This design comes from an exercise in tuning for small area, a short achievable clock period and few clock cycles on the open sky130 flow, not from production work. Where RTL was checked, it was by simulation tests only, not by an equivalence proof against the original. Power is estimated from default activity; no workload was simulated.

==> flow/design.v <==
module frame_engine (
    input  wire        clk,
    input  wire        rst,           
    input  wire        cmd_valid,
    output wire        cmd_ready,
    input  wire [31:0] cmd_data,
    output reg         rsp_valid,
    output wire [31:0] rsp_data,
    output wire        frm_valid,
    input  wire        frm_ready,
    output wire [7:0]  frm_data,
    output wire        frm_first,
    output wire        frm_last
);
    localparam [7:0] P_MARKER0 = 8'hA5;
    localparam [7:0] P_MARKER1 = 8'h5A;
    localparam [7:0] P_VERSION = 8'h01;
    localparam [7:0] P_TYPE    = 8'h01;
    function [15:0] crc_step;
        input [15:0] r;
        input [7:0]  b;
        integer      n;
        reg   [15:0] t;
        begin
            t = r ^ {b, 8'h00};
            for (n = 0; n < 8; n = n + 1)
                t = t[15] ? ((t << 1) ^ 16'h1021) : (t << 1);
            crc_step = t;
        end
    endfunction
    wire [7:0] op = cmd_data[31:24];
    wire is_nop    = (cmd_data == 32'h00000000);
    wire is_init   = (cmd_data == 32'h01000000);
    wire is_seed   = (op == 8'h02) && (cmd_data[23:16] == 8'h00);
    wire is_update = (op == 8'h03) && (cmd_data[23:8]  == 16'h0000);
    wire is_read   = (cmd_data == 32'h04000000);
    wire is_hdr    = (op == 8'h08);
    wire is_feed   = (op == 8'h10) && (cmd_data[23:8]  == 16'h0000);
    wire is_status = (cmd_data == 32'h20000000);
    wire is_legal  = is_nop | is_init | is_seed | is_update | is_read |
                     is_hdr | is_feed | is_status;
    reg [7:0]  ring [0:127];
    reg [7:0]  qhead;       
    reg [7:0]  vtail;       
    reg [7:0]  qtail;       
    reg [6:0]  blen;        
    reg [6:0]  bend;        
    reg [7:0]  level;
    reg [7:0]  qlen;        
    reg        feed_ok;     
    reg        avail;       
    reg [15:0] pcrc;        
    reg        hdr_ok;      
    reg [3:0]  cnt;         
    reg        big;         
    reg [7:0]  prev;        
    reg        nm_v;        
    reg [6:0]  nm_a;
    reg        busy;
    reg        cmode;       
    reg [6:0]  rd;          
    reg [6:0]  rend;        
    reg [6:0]  jstart;      
    reg [7:0]  xr;
    reg        xv;
    reg [2:0]  nframes;
    reg [15:0] crc_reg;
    reg        illegal;
    reg        rk_ones, rk_crc, rk_stat;
    reg [2:0]  rsmall;
    reg [7:0]  h_d, n_d;
    reg        h_v, n_v;
    reg [6:0]  hoff;        
    reg [6:0]  hlast;       
    reg  [7:0] fa;          
    reg  [6:0] raddr;       
    wire [7:0] rdata = ring[raddr];
    reg        rdy;
    assign cmd_ready = rdy;
    wire       fire      = cmd_valid && cmd_ready;
    wire       feed_fire = fire && is_feed;
    wire       rp_act    = busy && !cmode && xv;
    wire       st_act    = feed_fire || rp_act;
    wire [7:0] x = busy ? xr : cmd_data[7:0];
    wire       last = (rd == rend);           
    wire       cand    = (blen >= 7'd2);
    wire [6:0] lastoff = {1'b0, cnt, 2'b11} + 7'd4;           
    wire       crc_en  = (blen <= 7'd4) || (blen + 7'd1 < lastoff);
    wire       x_a5    = busy ? (xr == P_MARKER0) : (cmd_data[7:0] == P_MARKER0);
    wire       x_5a    = busy ? (xr == P_MARKER1) : (cmd_data[7:0] == P_MARKER1);
    wire       mk      = (prev == P_MARKER0) && x_5a;
    wire       done_big = (blen == 7'd7) && big;
    wire       at_last  = (blen == lastoff) && !big;
    wire       good_pre = hdr_ok && (cnt != 4'd0) && (pcrc[7:0] == prev);
    wire       good     = good_pre && (busy ? (pcrc[15:8] == xr)
                                                : (pcrc[15:8] == cmd_data[7:0]));
    wire       s_acc    = cand && at_last && good;
    wire       s_rej    = cand && (done_big || (at_last && !good));
    wire [6:0] bend_p1 = bend + 7'd1;
    wire [6:0] bend_m1 = bend - 7'd1;
    wire       st_v    = nm_v || mk || x_a5;
    wire [6:0] st_a    = nm_v ? nm_a : (mk ? bend_m1 : bend);
    wire       restart = s_rej && st_v;
    wire       we = busy ? xv : feed_ok;
    always @(posedge clk) begin
        if (we)
            ring[bend] <= x;
    end
    wire [31:0] status = {illegal, 1'b0, avail, feed_ok,
                          4'b0, level, 5'b0, 4'b0, blen};
    assign rsp_data = rk_ones ? 32'hFFFFFFFF :
                      rk_crc  ? {16'h0, crc_reg} :
                      rk_stat ? status : {29'h0, rsmall};
    assign frm_valid = h_v;
    assign frm_data  = h_d;
    reg    first_r, last_r;   
    assign frm_first = first_r;
    assign frm_last  = last_r;
    wire   pop       = h_v && frm_ready;
    wire   fetch     = !busy && (fa != vtail) && !(h_v && n_v && !pop);
    wire       acc      = st_act && s_acc;
    wire       resp_now = (feed_fire && !restart) ||
                          (rp_act && last && !restart);
    wire [7:0] qt_acc   = qtail + {1'b0, blen} + 8'd1;
    wire [7:0] qtail_n  = acc ? qt_acc : qtail;
    wire [7:0] vtail_n  = resp_now ? qtail_n : vtail;
    wire [7:0] l_a  = qlen;                        
    wire [7:0] l_b  = qlen + {1'b0, blen} + 8'd1;
    wire [7:0] l_s  = !resp_now ? level : (acc ? l_b : l_a);
    wire [7:0] l_sm = !resp_now ? level - 8'd1 : (acc ? l_b - 8'd1 : l_a - 8'd1);
    wire [7:0] level_n = pop ? l_sm : l_s;
    wire f_s  = !resp_now ? (level <= 8'd60) : (acc ? (l_b <= 8'd60) : (l_a <= 8'd60));
    wire f_sm = !resp_now ? (level <= 8'd61) : (acc ? (l_b <= 8'd61) : (l_a <= 8'd61));
    wire a_s  = !resp_now ? (level != 8'd0) : (acc ? (l_b != 8'd0) : (l_a != 8'd0));
    wire a_sm = !resp_now ? (level != 8'd1) : (acc ? (l_b != 8'd1) : (l_a != 8'd1));
    wire a5ld = resp_now && !avail && (qtail_n != vtail);
    wire busy_n = (feed_fire && restart) || (busy && !(rp_act && last && !restart));
    wire [6:0] rd_n = (feed_fire && restart)              ? st_a :
                      (rp_act && restart && last)         ? st_a :
                      (busy && cmode && xv && last)       ? jstart :
                      (busy && rd != rend)                ? rd + 7'd1 : rd;
    wire [7:0] fa_p1 = fa + 8'd1;
    wire [7:0] fa_n = (a5ld || fetch) ? fa_p1 : fa;
    wire [7:0] l_am = l_a - 8'd1;
    wire [7:0] l_bm = l_b - 8'd1;
    wire [7:0] qlen_n = pop ? (acc ? l_bm : l_am) : (acc ? l_b : l_a);
    reg [6:0] blen_n, bend_n;
    always @(*) begin
        blen_n = blen;
        bend_n = bend;
        if (st_act) begin
            if (!cand) begin
                if (blen == 7'd1 && x_5a) begin
                    blen_n = 7'd2;
                    bend_n = qtail[6:0] + 7'd2;
                end else if (x_a5) begin
                    blen_n = 7'd1;
                    bend_n = qtail[6:0] + 7'd1;
                end else begin
                    blen_n = 7'd0;
                    bend_n = qtail[6:0];
                end
            end else if (s_acc) begin
                blen_n = 7'd0;
                bend_n = bend_p1;
            end else if (s_rej) begin
                blen_n = 7'd0;
                bend_n = (busy && !last && st_v) ? bend_p1 : qtail[6:0];
            end else begin
                blen_n = blen + 7'd1;
                bend_n = bend_p1;
            end
        end else if (busy && cmode && xv) begin
            bend_n = last ? qtail[6:0] : bend_p1;
        end
    end
    always @(posedge clk) begin
        if (rst) begin
            qhead     <= 8'd0;
            qtail     <= 8'd0;
            vtail     <= 8'd0;
            blen      <= 7'd0;
            bend      <= 7'd0;
            level     <= 8'd0;
            fa        <= 8'd0;
            raddr     <= 7'd0;
            qlen      <= 8'd0;
            feed_ok   <= 1'b1;
            rdy       <= 1'b1;
            avail     <= 1'b0;
            busy      <= 1'b0;
            cmode     <= 1'b0;
            xv        <= 1'b0;
            crc_reg   <= 16'hFFFF;
            illegal   <= 1'b0;
            rsp_valid <= 1'b0;
            h_v       <= 1'b0;
            n_v       <= 1'b0;
            hoff      <= 7'd0;
            hlast     <= 7'd127;
            first_r   <= 1'b1;
            last_r    <= 1'b0;
            nm_v      <= 1'b0;
        end else begin
            rsp_valid <= resp_now || (fire && !is_feed);
            qhead   <= qhead + {7'd0, pop};
            qtail   <= qtail_n;
            vtail   <= vtail_n;
            blen    <= blen_n;
            bend    <= bend_n;
            level   <= level_n;
            feed_ok <= pop ? f_sm : f_s;
            rdy     <= !busy_n && ((pop ? f_sm : f_s) ||
                                   (cmd_valid && !is_feed && !fire));
            avail   <= pop ? a_sm : a_s;
            fa    <= fa_n;
            rd    <= rd_n;
            raddr <= busy_n ? rd_n : fa_n[6:0];
            qlen  <= qlen_n;
            if (fire) begin
                rk_ones <= !is_legal;
                rk_crc  <= is_read;
                rk_stat <= is_status;
                rsmall  <= 3'd0;
                if (!is_legal)
                    illegal <= 1'b1;
                else if (is_init)
                    crc_reg <= 16'hFFFF;
                else if (is_seed)
                    crc_reg <= cmd_data[15:0];
                else if (is_update)
                    crc_reg <= crc_step(crc_reg, cmd_data[7:0]);
                else if (is_hdr)
                    rsmall <= {2'b0, (cmd_data[23:16] == P_VERSION) &&
                                     (cmd_data[15:8]  == P_TYPE) &&
                                     (cmd_data[7:0]   != 8'h00)};
                else if (is_feed)
                    rsmall <= {2'b0, s_acc};
            end
            if (st_act) begin
                prev <= x;
                if (!cand) begin
                    pcrc <= 16'hFFFF;
                    nm_v <= 1'b0;
                end else begin
                    if (crc_en)
                        pcrc <= crc_step(pcrc, x);
                    if (blen == 7'd2)
                        hdr_ok <= (x == P_VERSION);
                    if (blen == 7'd3)
                        hdr_ok <= hdr_ok && (x == P_TYPE);
                    if (blen == 7'd4) begin
                        cnt <= x[3:0];
                        big <= (x[7:4] != 4'd0);
                    end
                    if (mk && !nm_v) begin
                        nm_v <= 1'b1;
                        nm_a <= bend_m1;
                    end
                end
            end
            if (busy) begin
                if (rd != rend) begin
                    xr <= rdata;
                    xv <= 1'b1;
                end else
                    xv <= 1'b0;
            end
            if (feed_fire) begin
                nframes <= {2'b0, s_acc};
                if (restart) begin
                    busy  <= 1'b1;
                    cmode <= 1'b0;
                    rend  <= bend_p1;
                    xv    <= 1'b0;
                end
            end else if (rp_act) begin
                if (s_acc)
                    nframes <= nframes + 3'd1;
                if (restart) begin
                    if (last) begin
                        rend <= bend_p1;
                        xv   <= 1'b0;
                    end else begin
                        cmode  <= 1'b1;
                        jstart <= st_a;
                    end
                end else if (last) begin
                    busy   <= 1'b0;
                    rsmall <= nframes + {2'b0, s_acc};
                end
            end else if (busy && cmode && xv && last) begin
                cmode <= 1'b0;
                rend  <= bend_p1;
                xv    <= 1'b0;
            end
            if (a5ld) begin
                h_d <= P_MARKER0;
                h_v <= 1'b1;
            end else if (pop) begin
                hoff    <= last_r ? 7'd0 : hoff + 7'd1;
                first_r <= last_r;
                last_r  <= !last_r && (hoff != 7'd4) && (hoff + 7'd1 == hlast);
                if (hoff == 7'd4)
                    hlast <= {1'b0, h_d[3:0], 2'b11} + 7'd4;
                if (n_v) begin
                    h_d <= n_d;
                    h_v <= 1'b1;
                    n_d <= rdata;
                    n_v <= fetch;
                end else begin
                    h_d <= rdata;
                    h_v <= fetch;
                    n_v <= 1'b0;
                end
            end else if (fetch) begin
                if (!h_v) begin
                    h_d <= rdata;
                    h_v <= 1'b1;
                end else begin
                    n_d <= rdata;
                    n_v <= 1'b1;
                end
            end
        end
    end
endmodule
clock: 11.0 ns
lec_check: 0
cap_margin: 20
cell_pad_in_sites_detail_placement: 1
cell_pad_in_sites_global_placement: 2
core_margin: 2
core_utilization: 50
cts_cluster_diameter: 120
cts_cluster_size: 24
slew_margin: 20
standard.sh (not shown) runs the stock make flow with config.mk's settings and CLKGATE_MAP_FILE= SYNTH_SCRIPT=/design/flow/synth_recipe.tcl, a recipe that flattens the netlist after the stock synthesis.
==> flow/flow/run.sh <==
#!/bin/bash
set -euo pipefail
bash standard.sh SETUP_SLACK_MARGIN=6.5 finish > standard_flow.log 2>&1
The first run finished clean.
==> next run, changes <==
--- a/flow/design.v
+++ b/flow/design.v
@@ -294,10 +294,7 @@
                 rend  <= bend_p1;
                 xv    <= 1'b0;
             end
-            if (a5ld) begin
-                h_d <= P_MARKER0;
-                h_v <= 1'b1;
-            end else if (pop) begin
+            if (pop) begin
                 hoff    <= last_r ? 7'd0 : hoff + 7'd1;
                 first_r <= last_r;
                 last_r  <= !last_r && (hoff != 7'd4) && (hoff + 7'd1 == hlast);
@@ -322,6 +319,10 @@
                     n_v <= 1'b1;
                 end
             end
+            if (a5ld) begin
+                h_d <= P_MARKER0;
+                h_v <= 1'b1;
+            end
         end
     end
 endmodule
Maximum frequency rose by 12%; synthesized cell count rose by 1.2%; setup slack improved by 0.53 ns; power rose by 1.2%; non-clock buffer count fell by 55; critical path depth fell by 1; design area fell by 0.87%; final cell count fell by 0.36%; area after synthesis rose by 0.84%; hold slack got worse by 0.020 ns; first-iteration DRC count fell by 16%.
Testbench counts after the change, summed over its fixed seeds: cycles 35,278.
Only the layout flow was run in the first run of this note; the RTL was not checked for function there.

==> port drivers added, routing unchanged <==
Ports are ideal in the flow. The routed layouts listed here were re-timed in OpenROAD. Step 1 assumes that a clkbuf_16 drives the clock port and a buf_2 every other input. Step 2 adds t to the input delays and takes it off the output delays; t is the mean of the earliest and latest rising clock arrival at the registers after step 1. Input paths then give back, and output paths get back, about the clock's delay inside the block. Three values: no drivers, after step 1, after step 2; two values: the first two.
run | t (ns) | setup slack, ns | worst register clock-pin slew, ns | worst slew at a driven data input, ns
the first run | 0.746 | 6.023 / 6.037 / 5.291 | 0.11 / 0.11 | 0.09
the second run | 0.764 | 6.557 / 6.513 / 5.833 | 0.10 / 0.10 | 0.04
After both steps setup and hold are still met in every run listed. The setup slack of the first run, which loses most, moves by +0.014 ns with the drivers and by -0.732 ns with both steps.
